Background: an optimization exercise with open tools, aiming at small area, a short achievable clock period and few clock cycles. Do not read the settings as production practice.
Where RTL was checked, it was by simulation tests only, not by an equivalence proof against the original.
Power and IR drop assume default switching activity. No driver is modelled on the clock port, so clocking that relies on it looks cheaper here than on a real chip.

// jc1_lane
module jc1_lane (
    input  wire       clk,
    input  wire       rst,         
    input  wire       cmd_valid,
    output wire       cmd_ready,
    input  wire [2:0] cmd_op,
    input  wire [7:0] cmd_data,
    output reg        res_valid,
    output reg  [7:0] res_data
);
clock: 13.0 ns
lec_check: 0
cap_margin: 20
core_margin: 2
core_utilization: 50
cts_buf_list: sky130_fd_sc_hd__clkbuf_16
cts_cluster_diameter: 100
cts_cluster_size: 30
place_density: 0.7
slew_margin: 20
synth_hierarchical: 1
synth_minimum_keep_size: 0
standard.sh (not shown) runs the stock make flow with config.mk's settings and CLKGATE_MAP_FILE= SYNTH_SCRIPT=/design/flow/synth_recipe.tcl, a recipe that flattens the netlist after the stock synthesis.
==> flow/flow/run.sh <==
#!/bin/bash
# The standard layout, with the port buffers made of buf_4 cells instead of
# the delay buffers buffer_ports picks by default, and clock tree synthesis
# run with the standard settings but without dummy loads.  make's output goes
# to standard.log here; each ORFS step's log is under orfs/logs/.
set -euo pipefail
cd "$(dirname "${BASH_SOURCE[0]}")/.."
cts="-sink_clustering_enable -repair_clock_nets -sink_clustering_size 30"
cts="$cts -sink_clustering_max_diameter 100 -buf_list sky130_fd_sc_hd__clkbuf_16"
cts="$cts -dont_use_dummy_load"
bash standard.sh 'BUFFER_PORTS_ARGS=-buffer_cell sky130_fd_sc_hd__buf_4' \
  "CTS_ARGS=$cts" finish > standard.log 2>&1
Change:
--- a/flow/design.v
+++ b/flow/design.v
@@ -19,30 +19,20 @@
         reg [7:0] g, pr, g1, p1, g2, p2, g3;
         begin
             g  = a & b;
             pr = a ^ b;
             g1 = g  | (pr & {g[6:0], cin});
             p1 = pr & {pr[6:0], 1'b1};
             g2 = g1 | (p1 & {g1[5:0], {2{cin}}});
             p2 = p1 & {p1[5:0], 2'b11};
             g3 = g2 | (p2 & {g2[3:0], {4{cin}}});
             add8 = pr ^ {g3[6:0], cin};
-        end
-    endfunction
-    function [7:0] radd8(input [7:0] a, input [7:0] b, input cin);
-        reg [8:0] c;
-        integer n;
-        begin
-            c[0] = cin;
-            for (n = 0; n < 8; n = n + 1)
-                c[n+1] = (a[n] & b[n]) | (a[n] & c[n]) | (b[n] & c[n]);
-            radd8 = a ^ b ^ c[7:0];
         end
     endfunction
     reg  [2047:0] ring;                        
     wire [7:0]    r0   = ring[7:0];
     wire [7:0]    r253 = ring[2031:2024];
     wire [7:0]    r254 = ring[2039:2032];
     reg        rst_r;
     reg  [7:0] B;                              
     reg  [7:0] p;
     reg  [7:0] dk;                             
@@ -65,21 +55,21 @@
     wire last      = ~s1warm | (s1xm == 8'd254);
     wire done      = fire & last;
     wire clear     = rst_r | (fire & s1rst);
     wire [7:0] sv = r0;                        
     wire [7:0] t  = add8(sv, s1xm, 1'b1);
     wire [7:0] cs_s = dk ^ sv ^ s1xm;
     wire [7:0] cs_c = (dk & sv) | (dk & s1xm) | (sv & s1xm);
     wire [7:0] ks   = add8(cs_s, {cs_c[6:0], 1'b0}, 1'b0);
     wire [7:0] kp   = add8(s1d, ~B, 1'b0);
     wire [7:0] k    = s1peek ? kp : ks;
-    wire [7:0] q_cur = radd8(dk, p, 1'b1);
+    wire [7:0] q_cur = add8(dk, p, 1'b1);
     wire       al_n  = clear | fire_step | (B == p);
     reg        s2resp;                         
     reg  [1:0] s2mode;                         
     reg  [7:0] s2x;
     reg  [7:0] s2tp;                           
     reg        s2fwd;                          
     reg  [7:0] s2k;                            
     wire [7:0] pa = 8'd1 << s2k[2:0];
     wire [7:0] pb = 8'd1 << s2k[5:3];
     wire [63:0] lo;
@@ -114,21 +104,21 @@
                 jc1_nand3 u4 (.a(n[16]), .b(n[17]), .c(n[18]), .y(o[4]));
                 jc1_nand3 u5 (.a(n[19]), .b(n[20]), .c(n[21]), .y(o[5]));
                 jc1_nor2  u6 (.a(o[0]), .b(o[1]), .y(m[0]));
                 jc1_nor2  u7 (.a(o[2]), .b(o[3]), .y(m[1]));
                 jc1_nor2  u8 (.a(o[4]), .b(o[5]), .y(m[2]));
                 jc1_a31oi u9 (.a1(m[0]), .a2(m[1]), .a3(m[2]), .b1(hin[gq]), .y(gsel[gq]));
             end
             assign sq[gb] = (gsel[0] | gsel[1]) | (gsel[2] | gsel[3]);
         end
     endgenerate
-    wire [7:0] nb = radd8(~B, 8'd0, 1'b1);
+    wire [7:0] nb = ~B + 8'd1;
     wire kv = ~swp | (s2k > nb);
     reg        s3step;
     reg        s3resp;
     reg  [1:0] s3mode;
     reg  [7:0] s3x;
     reg  [7:0] s3tp;
     reg        s3fwd;
     reg        s3kv;
     reg  [7:0] s3sq;
     wire [7:0] sqf = s3fwd ? r253 : (s3kv ? s3sq : 8'd0);
@@ -144,23 +134,23 @@
     wire new_step = (cmd_op == OP_STEP) | (cmd_op == OP_XOR) | (cmd_op == OP_WARMUP);
     always @(posedge clk) begin
         rst_r <= rst;
         if (clear) begin
             B   <= 8'd1;
             p   <= 8'd0;
             dk  <= 8'd255;
             al  <= 1'b1;
             swp <= 1'b1;
         end else begin
-            B   <= radd8(B, 8'd0, 1'b1);
+            B   <= B + 8'd1;
             if (fire_step) begin
-                p  <= radd8(p, 8'd0, 1'b1);
+                p  <= p + 8'd1;
                 dk <= ks;
             end
             al  <= al_n;
             swp <= swp & (B != 8'd0);
         end
         if (rst) begin
             s1v <= 1'b0;
             rdy <= 1'b1;
             ld  <= 1'b1;
         end else if (ld) begin
@@ -174,21 +164,21 @@
         end
         if (ld) begin
             s1op   <= cmd_op;
             s1step <= new_step;
             s1peek <= (cmd_op == OP_PEEK_S);
             s1warm <= (cmd_op == OP_WARMUP);
             s1rst  <= (cmd_op == OP_RESET);
             s1d    <= cmd_data;
             s1xm   <= (cmd_op == OP_STEP) ? cmd_data - 8'd1 : 8'hff;
         end else if (fire) begin
-            s1xm   <= radd8(s1xm, 8'd0, 1'b1);
+            s1xm   <= s1xm + 8'd1;
         end
         s2step <= ~rst & fire_step;
         s2resp <= ~rst & done;
         s2tp   <= t + p + 8'd1;
         s2fwd  <= (k == 8'd254) & s2step;
         s2k    <= k;
         case (s1op)
             OP_STEP:   begin s2mode <= 2'd1; s2x <= 8'd0;  end
             OP_XOR:    begin s2mode <= 2'd1; s2x <= s1d;   end
             OP_PEEK_S: begin s2mode <= 2'd2; s2x <= 8'd0;  end
Effect: The new run ran to the end with no violations; design area hardly moves; sequential power barely changes; total power barely changes; wire length grows by 1.2%; area after synthesis stays flat; maximum frequency came out higher by 0.68%; sequential cell count is unchanged; global-route usage came out higher by 0.32 points; die area barely changes; core utilization barely changes; final cell count goes up by 0.60%; clock power stays flat; hold slack improves by 0.040 ns.
Testbench counts after the change, summed over its fixed seeds: cycles 19,267.
No functional check of the RTL was part of the first run of this note.

---

The RTL this note starts from:
==> flow/design.v <==
module jc1_lane (
    input  wire       clk,
    input  wire       rst,         
    input  wire       cmd_valid,
    output wire       cmd_ready,
    input  wire [2:0] cmd_op,
    input  wire [7:0] cmd_data,
    output reg        res_valid,
    output reg  [7:0] res_data
);
    localparam OP_RESET  = 3'd0;
    localparam OP_STEP   = 3'd1;
    localparam OP_XOR    = 3'd2;
    localparam OP_WARMUP = 3'd3;
    localparam OP_PEEK_S = 3'd4;
    localparam OP_PEEK_P = 3'd5;
    localparam OP_PEEK_Q = 3'd6;
    reg  [2047:0] ring;                        
    wire [7:0]    r0   = ring[7:0];
    wire [7:0]    r253 = ring[2031:2024];
    wire [7:0]    r254 = ring[2039:2032];
    reg  [7:0] B;                              
    reg  [7:0] p;
    reg  [7:0] dq;                             
    reg        al;                             
    reg        swp;                            
    reg  [7:0] vn;                             
    reg        rdy;
    reg        s1v;
    reg  [2:0] s1op;
    reg  [7:0] s1d;
    reg  [7:0] cnt;
    reg        s2step;
    assign cmd_ready = rdy;
    wire accept = cmd_valid & rdy & ~rst;
    wire is_step   = (s1op == OP_STEP) | (s1op == OP_XOR) | (s1op == OP_WARMUP);
    wire fire      = s1v & (~is_step | al);
    wire fire_step = fire & is_step;
    wire last      = (s1op != OP_WARMUP) | (cnt == 8'd255);
    wire done      = fire & last;
    wire clear     = rst | (fire & (s1op == OP_RESET));
    wire [7:0] x  = (s1op == OP_STEP)   ? s1d :
                    (s1op == OP_WARMUP) ? cnt : 8'd0;
    wire [7:0] sv = swp ? 8'd0 : r0;           
    wire [7:0] t  = sv + x;
    wire [7:0] ks = dq + t;                    
    wire [7:0] kp = s1d + ~B;                  
    wire [7:0] k  = (s1op == OP_PEEK_S) ? kp : ks;
    wire       kv = (k >= vn);
    wire [7:0] q_cur = dq + p + 8'd2;
    reg        s2resp;                         
    reg  [1:0] s2mode;                         
    reg  [7:0] s2x;
    reg  [7:0] s2tp;                           
    reg        s2fwd;                          
    reg [63:0] s2lo;                           
    reg  [3:0] s2hi;                           
    reg [7:0] grp [0:15];
    reg [7:0] sq;
    integer g, m;
    always @(*) begin
        for (g = 0; g < 16; g = g + 1) begin
            grp[g] = 8'd0;
            for (m = 0; m < 16; m = m + 1)
                grp[g] = grp[g] | ({8{s2lo[16*(g/4)+m]}} & ring[8*(16*g+m) +: 8]);
        end
        sq = 8'd0;
        for (g = 0; g < 16; g = g + 1)
            sq = sq | ({8{s2hi[g%4]}} & grp[g]);
    end
    reg        s3step;
    reg        s3resp;
    reg  [1:0] s3mode;
    reg  [7:0] s3x;
    reg  [7:0] s3tp;
    reg        s3fwd;
    reg  [7:0] s3sq;
    wire [7:0] sqf = s3fwd ? r253 : s3sq;
    wire [7:0] r   = s3tp + sqf;
    always @(posedge clk) begin
        ring[2023:0]    <= ring[2031:8];
        ring[2031:2024] <= s3step ? r : r254;
        ring[2039:2032] <= ring[2047:2040];
        ring[2047:2040] <= fire_step ? t : sv;
    end
    integer i;
    always @(posedge clk) begin
        if (clear) begin
            B   <= 8'd1;
            p   <= 8'd0;
            dq  <= 8'd254;
            al  <= 1'b1;
            swp <= 1'b1;
            vn  <= 8'd255;
        end else begin
            B   <= B + 8'd1;
            if (fire_step) begin
                p  <= p + 8'd1;
                dq <= ks - 8'd1;
            end
            al  <= fire_step | (B == p);
            swp <= (vn != 8'd0);
            if (vn != 8'd0)
                vn <= vn - 8'd1;
        end
        if (rst) begin
            s1v <= 1'b0;
            rdy <= 1'b1;
            cnt <= 8'd0;
        end else if (accept) begin
            s1v  <= 1'b1;
            s1op <= cmd_op;
            s1d  <= cmd_data;
            cnt  <= 8'd0;
            rdy  <= !((cmd_op == OP_STEP) | (cmd_op == OP_XOR) | (cmd_op == OP_WARMUP)) |
                    ((cmd_op != OP_WARMUP) & (clear | fire_step | (B == p)));
        end else if (!s1v || done) begin
            s1v <= 1'b0;
            rdy <= 1'b1;
        end else begin
            if (fire)
                cnt <= cnt + 8'd1;
            rdy <= (clear | fire_step | (B == p)) &
                   ((s1op != OP_WARMUP) | ((cnt + {7'd0, fire}) == 8'd255));
        end
        s2step <= ~rst & fire_step;
        s2resp <= ~rst & done;
        s2tp   <= t + p + 8'd1;
        s2fwd  <= (k == 8'd254) & s2step;
        for (i = 0; i < 64; i = i + 1)
            s2lo[i] <= (k[7:6] == i[5:4]) & (k[3:0] == i[3:0]);
        for (i = 0; i < 4; i = i + 1)
            s2hi[i] <= (k[5:4] == i[1:0]) & kv;
        case (s1op)
            OP_STEP:   begin s2mode <= 2'd1; s2x <= 8'd0;  end
            OP_XOR:    begin s2mode <= 2'd1; s2x <= s1d;   end
            OP_PEEK_S: begin s2mode <= 2'd2; s2x <= 8'd0;  end
            OP_PEEK_P: begin s2mode <= 2'd0; s2x <= p;     end
            OP_PEEK_Q: begin s2mode <= 2'd0; s2x <= q_cur; end
            default:   begin s2mode <= 2'd0; s2x <= 8'd0;  end
        endcase
        s3step <= ~rst & s2step;
        s3resp <= ~rst & s2resp;
        s3mode <= s2mode;
        s3x    <= s2x;
        s3tp   <= s2tp;
        s3fwd  <= s2fwd;
        s3sq   <= sq;
        res_valid <= ~rst & s3resp;
        res_data  <= (s3mode == 2'd1) ? (r ^ s3x) :
                     (s3mode == 2'd2) ? sqf : s3x;
    end
endmodule
export LEC_CHECK = 0
export CAP_MARGIN = 20
export CORE_MARGIN = 2
export CORE_UTILIZATION = 20
export PLACE_DENSITY = 0.35
export SLEW_MARGIN = 20
create_clock -name core_clock -period 13.0 [get_ports {clk}]
run.sh (not shown) runs the stock make flow with config.mk's settings and CLKGATE_MAP_FILE= SYNTH_SCRIPT=/design/flow/synth_recipe.tcl, a recipe that flattens the netlist after the stock synthesis.
Stock flow here: none of the scripts above is used.
Then changed:
--- a/flow/design.v
+++ b/flow/design.v
@@ -15,12 +15,11 @@
     localparam OP_PEEK_S = 3'd4;
     localparam OP_PEEK_P = 3'd5;
     localparam OP_PEEK_Q = 3'd6;
     reg  [2047:0] ring;                        
     wire [7:0]    r0   = ring[7:0];
-    wire [7:0]    r253 = ring[2031:2024];
-    wire [7:0]    r254 = ring[2039:2032];
+    wire [7:0]    r255 = ring[2047:2040];
     reg  [7:0] B;                              
     reg  [7:0] p;
     reg  [7:0] dq;                             
     reg        al;                             
     reg        swp;                            
@@ -28,11 +27,10 @@
     reg        rdy;
     reg        s1v;
     reg  [2:0] s1op;
     reg  [7:0] s1d;
     reg  [7:0] cnt;
-    reg        s2step;
     assign cmd_ready = rdy;
     wire accept = cmd_valid & rdy & ~rst;
     wire is_step   = (s1op == OP_STEP) | (s1op == OP_XOR) | (s1op == OP_WARMUP);
     wire fire      = s1v & (~is_step | al);
     wire fire_step = fire & is_step;
@@ -46,43 +44,34 @@
     wire [7:0] ks = dq + t;                    
     wire [7:0] kp = s1d + ~B;                  
     wire [7:0] k  = (s1op == OP_PEEK_S) ? kp : ks;
     wire       kv = (k >= vn);
     wire [7:0] q_cur = dq + p + 8'd2;
+    reg        s2step;                         
     reg        s2resp;                         
     reg  [1:0] s2mode;                         
     reg  [7:0] s2x;
     reg  [7:0] s2tp;                           
-    reg        s2fwd;                          
-    reg [63:0] s2lo;                           
-    reg  [3:0] s2hi;                           
+    reg [15:0] s2lo;                           
+    reg [15:0] s2hi;                           
     reg [7:0] grp [0:15];
     reg [7:0] sq;
     integer g, m;
     always @(*) begin
         for (g = 0; g < 16; g = g + 1) begin
             grp[g] = 8'd0;
             for (m = 0; m < 16; m = m + 1)
-                grp[g] = grp[g] | ({8{s2lo[16*(g/4)+m]}} & ring[8*(16*g+m) +: 8]);
+                grp[g] = grp[g] | ({8{s2lo[m]}} & ring[8*(16*g+m) +: 8]);
         end
         sq = 8'd0;
         for (g = 0; g < 16; g = g + 1)
-            sq = sq | ({8{s2hi[g%4]}} & grp[g]);
+            sq = sq | ({8{s2hi[g]}} & grp[g]);
     end
-    reg        s3step;
-    reg        s3resp;
-    reg  [1:0] s3mode;
-    reg  [7:0] s3x;
-    reg  [7:0] s3tp;
-    reg        s3fwd;
-    reg  [7:0] s3sq;
-    wire [7:0] sqf = s3fwd ? r253 : s3sq;
-    wire [7:0] r   = s3tp + sqf;
+    wire [7:0] r = s2tp + sq;
     always @(posedge clk) begin
-        ring[2023:0]    <= ring[2031:8];
-        ring[2031:2024] <= s3step ? r : r254;
-        ring[2039:2032] <= ring[2047:2040];
+        ring[2031:0]    <= ring[2039:8];
+        ring[2039:2032] <= s2step ? r : r255;
         ring[2047:2040] <= fire_step ? t : sv;
     end
     integer i;
     always @(posedge clk) begin
         if (clear) begin
@@ -124,30 +113,22 @@
                    ((s1op != OP_WARMUP) | ((cnt + {7'd0, fire}) == 8'd255));
         end
         s2step <= ~rst & fire_step;
         s2resp <= ~rst & done;
         s2tp   <= t + p + 8'd1;
-        s2fwd  <= (k == 8'd254) & s2step;
-        for (i = 0; i < 64; i = i + 1)
-            s2lo[i] <= (k[7:6] == i[5:4]) & (k[3:0] == i[3:0]);
-        for (i = 0; i < 4; i = i + 1)
-            s2hi[i] <= (k[5:4] == i[1:0]) & kv;
+        for (i = 0; i < 16; i = i + 1) begin
+            s2lo[i] <= (k[3:0] == i[3:0]);
+            s2hi[i] <= (k[7:4] == i[3:0]) & kv;
+        end
         case (s1op)
             OP_STEP:   begin s2mode <= 2'd1; s2x <= 8'd0;  end
             OP_XOR:    begin s2mode <= 2'd1; s2x <= s1d;   end
             OP_PEEK_S: begin s2mode <= 2'd2; s2x <= 8'd0;  end
             OP_PEEK_P: begin s2mode <= 2'd0; s2x <= p;     end
             OP_PEEK_Q: begin s2mode <= 2'd0; s2x <= q_cur; end
             default:   begin s2mode <= 2'd0; s2x <= 8'd0;  end
         endcase
-        s3step <= ~rst & s2step;
-        s3resp <= ~rst & s2resp;
-        s3mode <= s2mode;
-        s3x    <= s2x;
-        s3tp   <= s2tp;
-        s3fwd  <= s2fwd;
-        s3sq   <= sq;
-        res_valid <= ~rst & s3resp;
-        res_data  <= (s3mode == 2'd1) ? (r ^ s3x) :
-                     (s3mode == 2'd2) ? sqf : s3x;
+        res_valid <= ~rst & s2resp;
+        res_data  <= (s2mode == 2'd1) ? (r ^ s2x) :
+                     (s2mode == 2'd2) ? sq : s2x;
     end
 endmodule
Result:
- setup slack is worse by 0.28 ns
- combinational power goes up by about 22%
- die area goes down by about 1.6%
- power goes down by about 3.5%
- clock skew goes down by 0.0088 ns
- via count goes down by 7.6%
- cell area goes down by 2.6%
- sequential share of layout area goes down by 0.47 points
- global-route usage goes down by 4.8 points
- clock-buffer cell count goes up by 13
- utilization goes down by 0.19 points
- clock power goes down by 4.6%
Testbench counts after the change, summed over its fixed seeds: cycles 19,259.
For the first run of this note, only the layout was checked, not whether the RTL still works.

static timing again, ports no longer ideal:
The results above use ideal ports. As a check the final layouts listed here were re-extracted and re-timed, cells and wires unchanged. Step 1 (the two cells are an assumption about what drives the block):
set clk [get_ports {clk}]
set_driving_cell -lib_cell sky130_fd_sc_hd__clkbuf_16 $clk
set_driving_cell -lib_cell sky130_fd_sc_hd__buf_2 [delete_from_list [all_inputs] $clk]
Step 2 adds t to the input delays and takes it off the output delays; t is the mean of the earliest and latest rising clock arrival at the registers after step 1. Input paths then give back, and output paths get back, about the clock's delay inside the block. Slacks: no drivers / after step 1 / after step 2; pairs: no drivers / after step 1.
run | t (ns) | setup WS [ns] | worst setup path at the end | worst data-port slew with drivers (ns) | pins driven straight from the clock port
the first run of note 1 | 0.744 | 9.267 / 9.192 / 8.811 | input to register | 0.03 | 1
the second run of note 1 | 0.743 | 9.292 / 9.221 / 8.827 | input to register | 0.03 | 1
the first run of note 2 | 0.931 | 7.870 / 7.870 / 7.870 | register to register | 0.04 | 1
the second run of note 2 | 0.922 | 7.593 / 7.593 / 7.593 | register to register | 0.03 | 1
After both steps setup and hold are still met in every run listed. The setup slack of the second run of note 1, which loses most, moves by -0.071 ns with the drivers and by -0.465 ns with both steps.
